What follows belongs to an exercise in optimizing a design on an open flow for small area; a production flow would make more cautious choices.
Only simulation tests tie the RTL to the original design; equivalence was not proved.
No activity file was given, so power comes from the tool's default toggle rates.

==> inputs of build 95 <==
## sigma_codec
module sigma_codec (
    input  wire        clk,
    input  wire        rst,
    input  wire        start,
    input  wire [31:0] stream_len,
    output wire        busy,
    output wire        done,
    output wire [1:0]  stop_reason,
    output wire [31:0] final_cursor,
    output wire        mem_en,
    output wire [31:0] mem_addr,
    input  wire [7:0]  mem_rdata,
    output wire        log_valid,
    input  wire        log_ready,
    output wire [1:0]  log_kind,
    output wire [1:0]  log_err,
    output wire [7:0]  log_tag,
    output wire [31:0] log_cursor,
    output wire [31:0] log_consumed,
    output wire [7:0]  log_safeload,
    output wire [7:0]  log_channel,
    output wire [31:0] log_total_len,
    output wire [7:0]  log_chip,
    output wire [31:0] log_data_len,
    output wire [15:0] log_param,
    output wire        dev_req_valid,
    input  wire        dev_req_ready,
    output wire [7:0]  dev_req_chip,
    output wire [15:0] dev_req_param,
    output wire [31:0] dev_req_len,
    input  wire        dev_rsp_valid,
    input  wire [15:0] dev_rsp_len,
    output wire        dev_rd_en,
    output wire [15:0] dev_rd_addr,
    input  wire [7:0]  dev_rd_data,
    output wire        out_valid,
    input  wire        out_ready,
    output wire [7:0]  out_data
);
    localparam [4:0] S_IDLE  = 5'd0;    
    localparam [4:0] S_CLR   = 5'd1;    
    localparam [4:0] S_TAG0  = 5'd2;    
    localparam [4:0] S_TAG1  = 5'd3;    
    localparam [4:0] S_HCHK  = 5'd4;    
    localparam [4:0] S_ZCHK  = 5'd5;    
    localparam [4:0] S_INC   = 5'd6;    
    localparam [4:0] S_FB0   = 5'd7;    
    localparam [4:0] S_FB1   = 5'd8;    
  ...
make LEC_CHECK=0 CAP_MARGIN=20 CORE_MARGIN=2 CORE_UTILIZATION=40 SLEW_MARGIN=20 finish   # period 8.0 ns
run.sh (not shown) runs the stock make flow with config.mk's settings and CLKGATE_MAP_FILE= SYNTH_SCRIPT=/design/flow/synth_recipe.tcl, a recipe that flattens the netlist after the stock synthesis.
==> inputs of build 30, as changes to build 95 <==
==> flow/flow/run.sh (new file) <==
#!/bin/bash
# Own layout flow: the standard flow (standard.sh, unchanged synthesis,
# floorplan, power grid, placement, CTS and routing), except that the port
# buffers that global placement puts on every input and output use the
# platform's smallest buffer instead of the resizer's lowest-drive pick.
set -euo pipefail
export BUFFER_PORTS_ARGS="-buffer_cell sky130_fd_sc_hd__buf_1"
bash standard.sh > standard_flow.log 2>&1
==> flow/standard.sh (new file) <==
#!/bin/bash
# synth_recipe.tcl (not shown) runs the flow's synth.tcl, then flattens the netlist and writes it again
# the make line also repeats each setting of config.mk as NAME=value (left out here)
make -C /OpenROAD-flow-scripts/flow DESIGN_CONFIG=/design/flow/config.mk WORK_HOME=/design/flow/orfs CLKGATE_MAP_FILE= SYNTH_SCRIPT=/design/flow/synth_recipe.tcl "${@:-finish}"
removed: flow/run.sh
==> results.txt <==
In build 30 the wire length is smaller than in build 95, by 4.1%. Combinational power: build 95 is higher than build 30 (about 26%). Via count: build 95 is lower than build 30 (about 0.27%). In final cell count, build 30 and build 95 do not differ. In clock power, build 30 and build 95 hardly differ. Sequential share of layout area: build 30 is higher than build 95 (8.7 points). Non-clock buffer count is the same in build 95 and build 30.


==> trial 61 <==
sigma_codec, a different RTL version from the one above (not shown whole).
Settings: LEC_CHECK=0, CAP_MARGIN=20, CORE_MARGIN=2, CORE_UTILIZATION=65, CTS_BUF_LIST=sky130_fd_sc_hd__clkbuf_8, SLEW_MARGIN=20; clock period 8.0 ns.
standard.sh (not shown) runs the stock make flow with config.mk's settings and CLKGATE_MAP_FILE= SYNTH_SCRIPT=/design/flow/synth_recipe.tcl, a recipe that flattens the netlist after the stock synthesis.
==> flow/flow/run.sh <==
#!/bin/bash
# Own layout flow: the standard flow (standard.sh, unchanged synthesis,
# floorplan, power grid, placement, CTS and routing), except that the port
# buffers that global placement puts on every input and output use the
# platform's smallest buffer instead of the resizer's lowest-drive pick.
set -euo pipefail
export BUFFER_PORTS_ARGS="-buffer_cell sky130_fd_sc_hd__buf_1"
bash standard.sh > standard_flow.log 2>&1
==> trial 84 (differences from trial 61) <==
--- a/flow/design.v
+++ b/flow/design.v
@@ -34,40 +34,38 @@
     output wire [15:0] dev_rd_addr,
     input  wire [7:0]  dev_rd_data,
     output wire        out_valid,
     input  wire        out_ready,
     output wire [7:0]  out_data
 );
     localparam [4:0] S_IDLE  = 5'd0;    
     localparam [4:0] S_CLR   = 5'd1;    
-    localparam [4:0] S_TAG   = 5'd2;    
-    localparam [4:0] S_HCHK  = 5'd3;    
-    localparam [4:0] S_INC   = 5'd4;    
-    localparam [4:0] S_FB0   = 5'd5;    
-    localparam [4:0] S_FB1   = 5'd6;    
-    localparam [4:0] S_FDEC  = 5'd7;    
-    localparam [4:0] S_FPAD  = 5'd8;    
-    localparam [4:0] S_CMP   = 5'd9;    
-    localparam [4:0] S_LOG   = 5'd10;   
-    localparam [4:0] S_ADW   = 5'd11;   
-    localparam [4:0] S_ADV   = 5'd12;   
-    localparam [4:0] S_DREQ  = 5'd13;   
-    localparam [4:0] S_DWAIT = 5'd14;   
-    localparam [4:0] S_RW    = 5'd15;   
-    localparam [4:0] S_RT0   = 5'd16;   
-    localparam [4:0] S_RT1   = 5'd17;   
-    localparam [4:0] S_HOUT  = 5'd18;   
-    localparam [4:0] S_HRW   = 5'd19;   
-    localparam [4:0] S_HROT  = 5'd20;   
-    localparam [4:0] S_PW    = 5'd21;   
-    localparam [4:0] S_PIDX  = 5'd22;   
-    localparam [4:0] S_PRD   = 5'd23;   
-    localparam [4:0] S_POUT  = 5'd24;   
-    localparam [4:0] S_LOGE  = 5'd25;   
+    localparam [4:0] S_HCHK  = 5'd2;    
+    localparam [4:0] S_INC   = 5'd3;    
+    localparam [4:0] S_FB0   = 5'd4;    
+    localparam [4:0] S_FB1   = 5'd5;    
+    localparam [4:0] S_FDEC  = 5'd6;    
+    localparam [4:0] S_FPAD  = 5'd7;    
+    localparam [4:0] S_CMP   = 5'd8;    
+    localparam [4:0] S_LOG   = 5'd9;   
+    localparam [4:0] S_ADW   = 5'd10;   
+    localparam [4:0] S_ADV   = 5'd11;   
+    localparam [4:0] S_DREQ  = 5'd12;   
+    localparam [4:0] S_DWAIT = 5'd13;   
+    localparam [4:0] S_RW    = 5'd14;   
+    localparam [4:0] S_RT1   = 5'd15;   
+    localparam [4:0] S_HOUT  = 5'd16;   
+    localparam [4:0] S_HRW   = 5'd17;   
+    localparam [4:0] S_HROT  = 5'd18;   
+    localparam [4:0] S_PW    = 5'd19;   
+    localparam [4:0] S_PIDX  = 5'd20;   
+    localparam [4:0] S_PRD   = 5'd21;   
+    localparam [4:0] S_POUT  = 5'd22;   
+    localparam [4:0] S_LOGE  = 5'd23;   
     localparam [4:0] S_FEND  = 5'd28;   
     localparam [4:0] S_FERR  = 5'd29;   
     localparam [4:0] S_FNP   = 5'd30;   
     reg [4:0]   st;
     reg [6:0]   c;          
     reg [3:0]   bc;         
     reg [31:0]  cur;        
     reg [31:0]  rem;        
@@ -78,17 +76,17 @@
     reg         cb, cc, cd;
     wire fin  = (st == S_FEND) | (st == S_FERR) | (st == S_FNP);
     wire idle = (st == S_IDLE) | fin;
     wire load = idle & start;
     assign busy         = ~idle;
     assign done         = fin;
     assign stop_reason  = {st == S_FNP, st == S_FERR};
     assign final_cursor = cur;
-    assign mem_en   = (st == S_TAG) | (st == S_HCHK) | (st == S_FB0) |
+    assign mem_en   = (st == S_HCHK) | (st == S_FB0) |
                       (st == S_FB1) | (st == S_CMP) | (st == S_LOG) | (st == S_LOGE);
     assign mem_addr = cur;
     wire loge = (st == S_LOGE);
     assign log_valid     = (st == S_LOG) | loge;
     assign log_kind      = loge ? 2'd3 : isr ? 2'd0 : isw ? 2'd1 : 2'd2;
     assign log_err       = {1'b1, fl};
     assign log_tag       = mem_rdata;
     assign log_cursor    = cur;
@@ -125,80 +123,83 @@
     end
     wire cc_in   = (((st == S_FDEC) & md) ? (c[1:0] == 2'd0) : b0) ? 1'b0 : cc;
     wire cur_sum = cur[0] ^ cx ^ cc_in;
     wire cur_co  = (cur[0] & cx) | (cc_in & (cur[0] ^ cx));
     wire cur_lo  = (st == S_CLR) | (st == S_INC) | (st == S_FDEC) | (st == S_ADV);
     wire cur_hi  = cur_lo & ~((st == S_FDEC) & md);
     wire cur_in  = (st == S_CLR) ? 1'b0 : cur_sum;
     wire r       = rem[0];
-    wire xb      = (st == S_HCHK) ? (isw ? (bi == 5'd1) | c12 : isr ? c12 : b0) : sh[56];
+    wire xb      = (st == S_HCHK) ? c12 : sh[56];
     wire cb_in   = b0 ? 1'b0 : cb;
     wire cb_bor  = (~r & xb) | (~(r ^ xb) & cb_in);
     wire c14     = (bi == 5'd1) | c12;
     wire s14     = sh[16] ^ c14 ^ cc_in;
     wire s14_co  = (sh[16] & c14) | (cc_in & (sh[16] ^ c14));
+    wire h14_bor = (~r & c14) | (~(r ^ c14) & cc_in);
+    wire t_w     = (mem_rdata == 8'h09);
+    wire t_r     = (mem_rdata == 8'h0a);
+    wire q4      = (b0 | cd) & (sh[16] == (bi == 5'd2));
     wire xd      = (st == S_HCHK) ? b0 : (st == S_CMP) ? s14 : k_bit;
     wire cd_in   = b0 ? 1'b0 : cd;
     wire cd_bor  = (~r & xd) | (~(r ^ xd) & cd_in);
     wire rem_in  = (st == S_ADV) ? (r ^ xd ^ cd_in) : r;
     wire rt_pb   = sh[88] & ~bi[4];
     wire rt_k    = (bi == 5'd0) | c12;
-    wire rt_s    = rt_pb ^ rt_k ^ cc;
-    wire rt_co   = (rt_pb & rt_k) | (cc & (rt_pb ^ rt_k));
+    wire rt_ci   = b0 ? md : cc;
+    wire rt_s    = rt_pb ^ rt_k ^ rt_ci;
+    wire rt_co   = (rt_pb & rt_k) | (rt_ci & (rt_pb ^ rt_k));
     wire p0      = (c[3:0] == 4'd0);
     wire pc_in   = p0 | cc;
     wire pi_s    = md & (sh[0] ^ pc_in);
     wire pe      = (p0 | cb) & (pi_s == sh[88]);
     wire hr_sh = (c[6:5] != 2'd0) & ~((bc == 4'd1) & (c[6:4] == 3'b010));
     wire full  = (st == S_FB1) | ((st == S_FPAD) & c[4]) | ((st == S_HROT) & hr_sh);
     wire en_p  = full | (st == S_PIDX) | (st == S_RT1);
     wire en_t  = full | (st == S_HCHK) | (st == S_CMP) | (st == S_ADV) | (st == S_RT1);
-    wire en_d  = full | (st == S_CMP) | (st == S_RT0);
+    wire en_d  = full | (st == S_CMP);
     wire en_q  = full | (st == S_PIDX);
     wire ins   = (st == S_FB1) ? mem_rdata[c[2:0]] : sh[0];
     wire t_in  = full ? sh[88] : (st == S_HCHK) ? b0 : (st == S_RT1) ? rt_s : sh[56];
     wire f_last = (bc == (isw ? 4'd12 : 4'd10));
     wire f_nib  = (cur[3:0] != 4'd0) & ~f_last;
     reg [4:0] nx;
     always @(*) begin
         nx = st;
         case (st)
             S_IDLE, S_FEND, S_FERR, S_FNP:
                 nx = start ? S_CLR : S_IDLE;
-            S_CLR:   if (e31) nx = S_TAG;
-            S_TAG:   if (e31) nx = S_HCHK;
+            S_CLR:   if (e31) nx = S_HCHK;
             S_HCHK:  if (e31) begin
-                if (cd_bor)      nx = S_FEND;
-                else if (cb_bor) nx = S_LOGE;
-                else             nx = (isw | isr) ? S_INC : S_LOG;
+                if (cd_bor)                              nx = S_FEND;
+                else if ((t_w & h14_bor) | (t_r & cb_bor)) nx = S_LOGE;
+                else                                     nx = (t_w | t_r) ? S_INC : S_LOG;
             end
             S_INC:   if (e31) nx = S_FB0;
             S_FB0:   if (f_nib ? (c[2:0] == 3'd7) : (bi == 5'd23)) nx = S_FB1;
             S_FB1:   if (c[2:0] == 3'd7) nx = S_FDEC;
             S_FDEC:  if (md ? (c[1:0] == 2'd3) : e31)
                          nx = (bc != (isw ? 4'd13 : 4'd11)) ? S_FB0 : isw ? S_CMP : S_FPAD;
             S_FPAD:  if (e31) nx = S_CMP;
             S_CMP:   if (e31) nx = (isw & (cb_bor | s14_co | cd_bor)) ? S_LOGE : S_LOG;
             S_LOG:   if (log_ready) nx = S_ADW;
             S_ADW:   if (e31) nx = S_ADV;
-            S_ADV:   if (e31) nx = isr ? S_DREQ : (cb_in | k_bit) ? S_TAG : S_FNP;
+            S_ADV:   if (e31) nx = isr ? S_DREQ : (cb_in | k_bit) ? S_HCHK : S_FNP;
             S_DREQ:  if (dev_req_ready) nx = S_DWAIT;
             S_DWAIT: if (dev_rsp_valid) nx = S_RW;
-            S_RW:    if (e31) nx = S_RT0;
-            S_RT0:   if (e31) nx = S_RT1;
+            S_RW:    if (e31) nx = S_RT1;
             S_RT1:   if (e31) nx = S_HOUT;
             S_HOUT:  if (out_ready) begin
                 if (bc == 4'd13) nx = S_PW;
                 else if (bc < 4'd11) nx = S_HRW;
             end
             S_HRW:   if (c == 7'd31) nx = S_HROT;
             S_HROT:  if (c == 7'd127) nx = S_HOUT;
-            S_PW:    if (c[3:0] == 4'd15) nx = S_PIDX;
-            S_PIDX:  if (c[3:0] == 4'd15) nx = ~pe ? S_PRD : fl ? S_FNP : S_TAG;
+            S_PW:    if (bi == 5'd15) nx = S_PIDX;
+            S_PIDX:  if (e31) nx = ~pe ? S_PRD : fl ? S_FNP : S_HCHK;
             S_PRD:   nx = S_POUT;
             S_POUT:  if (out_ready) nx = S_PW;
             S_LOGE:  if (log_ready) nx = S_FERR;
             default: nx = S_IDLE;
         endcase
     end
     always @(posedge clk) begin
         rem <= load ? stream_len : {rem_in, rem[31:1]};
@@ -216,52 +217,51 @@
         if (full)
             sh[55:48] <= sh[56:49];
         if (en_d)
             sh[47:16] <= {full ? sh[48] : sh[16], sh[47:17]};
         if (en_q)
             sh[15:0] <= {full ? sh[16] : pi_s, sh[15:1]};
         case (st)
             S_HCHK: begin
-                cb <= cb_bor;
-                cd <= cd_bor;
-                fl <= 1'b0;
-                bc <= 4'd0;
+                cb  <= cb_bor;
+                cc  <= h14_bor;
+                cd  <= cd_bor;
+                fl  <= 1'b0;
+                bc  <= 4'd0;
+                isw <= t_w;
+                isr <= t_r;
             end
             S_CMP: begin
                 cb <= cb_bor;
                 cc <= s14_co;
-                cd <= cd_bor;
+                cd <= isw ? cd_bor : q4;
                 fl <= isw ? (cb_bor | s14_co | cd_bor) : cb_bor;
+                md <= q4;
             end
             S_ADV: begin
                 cc <= cur_co;
                 cd <= cd_bor;
                 cb <= cb_in | k_bit;
                 if (e31) fl <= ~(cb_in | k_bit);
                 bc <= 4'd0;
             end
             S_INC, S_FDEC: cc <= cur_co;
             S_FB0: md <= f_nib;
             S_FB1: if (c[2:0] == 3'd7) bc <= bc + 4'd1;
-            S_RT0: cc <= (b0 | cc) & (sh[16] == (bi == 5'd2));
             S_RT1: cc <= rt_co;
             S_HOUT: if (out_ready) begin
                 bc <= bc + 4'd1;
                 md <= 1'b0;
             end
             S_PIDX: begin
                 cc <= sh[0] & pc_in;
                 cb <= pe;
             end
             S_POUT: md <= 1'b1;
-            S_TAG: begin
-                isw <= (mem_rdata == 8'h09);
-                isr <= (mem_rdata == 8'h0a);
-            end
             default: ;
         endcase
         if (rst)
             st <= S_IDLE;
         else
             st <= nx;
     end
 endmodule
==> flow/flow/run.sh (replaced) <==
#!/bin/bash
# Own layout flow: the standard flow (standard.sh: the standard synthesis,
# floorplan, power grid, placement, CTS and routing), with two changes:
#  - the buffers that global placement puts on every input and output port
#    use the platform's smallest buffer, not the resizer's lowest-drive pick;
#  - clock tree synthesis builds the tree from clkbuf_8 and inserts no dummy
#    load cells.
set -euo pipefail
export BUFFER_PORTS_ARGS="-buffer_cell sky130_fd_sc_hd__buf_1"
export CTS_ARGS="-sink_clustering_enable -repair_clock_nets -dont_use_dummy_load -buf_list sky130_fd_sc_hd__clkbuf_8"
bash standard.sh > standard_flow.log 2>&1
- CORE_UTILIZATION: 65 -> 85
- CTS_BUF_LIST: sky130_fd_sc_hd__clkbuf_8 -> default
==> comparison <==
- Trial 61 ran to the end with no violations. Trial 84 died in I/O pin placement.
- Of trial 84 and trial 61, trial 61 has the higher synthesized cell count (gap about 1.1%, measured against trial 61).
- Of trial 84 and trial 61, trial 61 has the higher area after synthesis (gap about 1.1%, measured against trial 61).
==> figures <==
	trial 61	trial 84
Post-synthesis sequential area ratio	55.2%	55.8%
Initial core utilization	66.3%	87.1%
Distinct cell type count after synthesis	77	71
Chip width	125 µm	110 µm
Top-area cell type share of the netlist area	46.0%	46.5%
Simple-Gate Fraction of Synth Area	15.2%	15.3%
Average instance area after synthesis	11.0 µm²	11.0 µm²
Run status	finished clean	did not finish
Stage where the flow stopped	-	I/O pin placement
Compound-cell area share of the yosys netlist	8.26%	7.94%
Xor/xnor cell area share of the yosys netlist	0.730%	0.831%
Count leader, synth	sky130_fd_sc_hd__buf_4	sky130_fd_sc_hd__edfxtp_1
Portion of netlist area occupied by mux cells	3.98%	3.40%
Adder-cell area share of the yosys netlist	2.27%	2.56%
Mapped Cells	872	862

static timing again, ports no longer ideal:
Ports are ideal in the flow. The routed layouts listed here were re-timed in OpenROAD.
Step 1, drivers: a clkbuf_16 drives clk and a buf_2 each remaining input, both assumed.
Step 2 also shifts input and output timing later by t, the mid clock arrival at the registers, as if the neighbouring blocks saw the same clock.
a / b / c = ideal ports / drivers / drivers and shift; a / b = the first two.
run | shift t [ns] | slack for setup (ns) | pins driven straight from the clock port
build 95 | 0.475 | 3.178 / 3.129 / 3.393 | 1
build 30 | 0.479 | 3.686 / 3.638 / 4.118 | 1
trial 61 | 0.491 | 3.048 / 3.012 / 3.503 | 1
After both steps setup and hold are still met in every run listed.
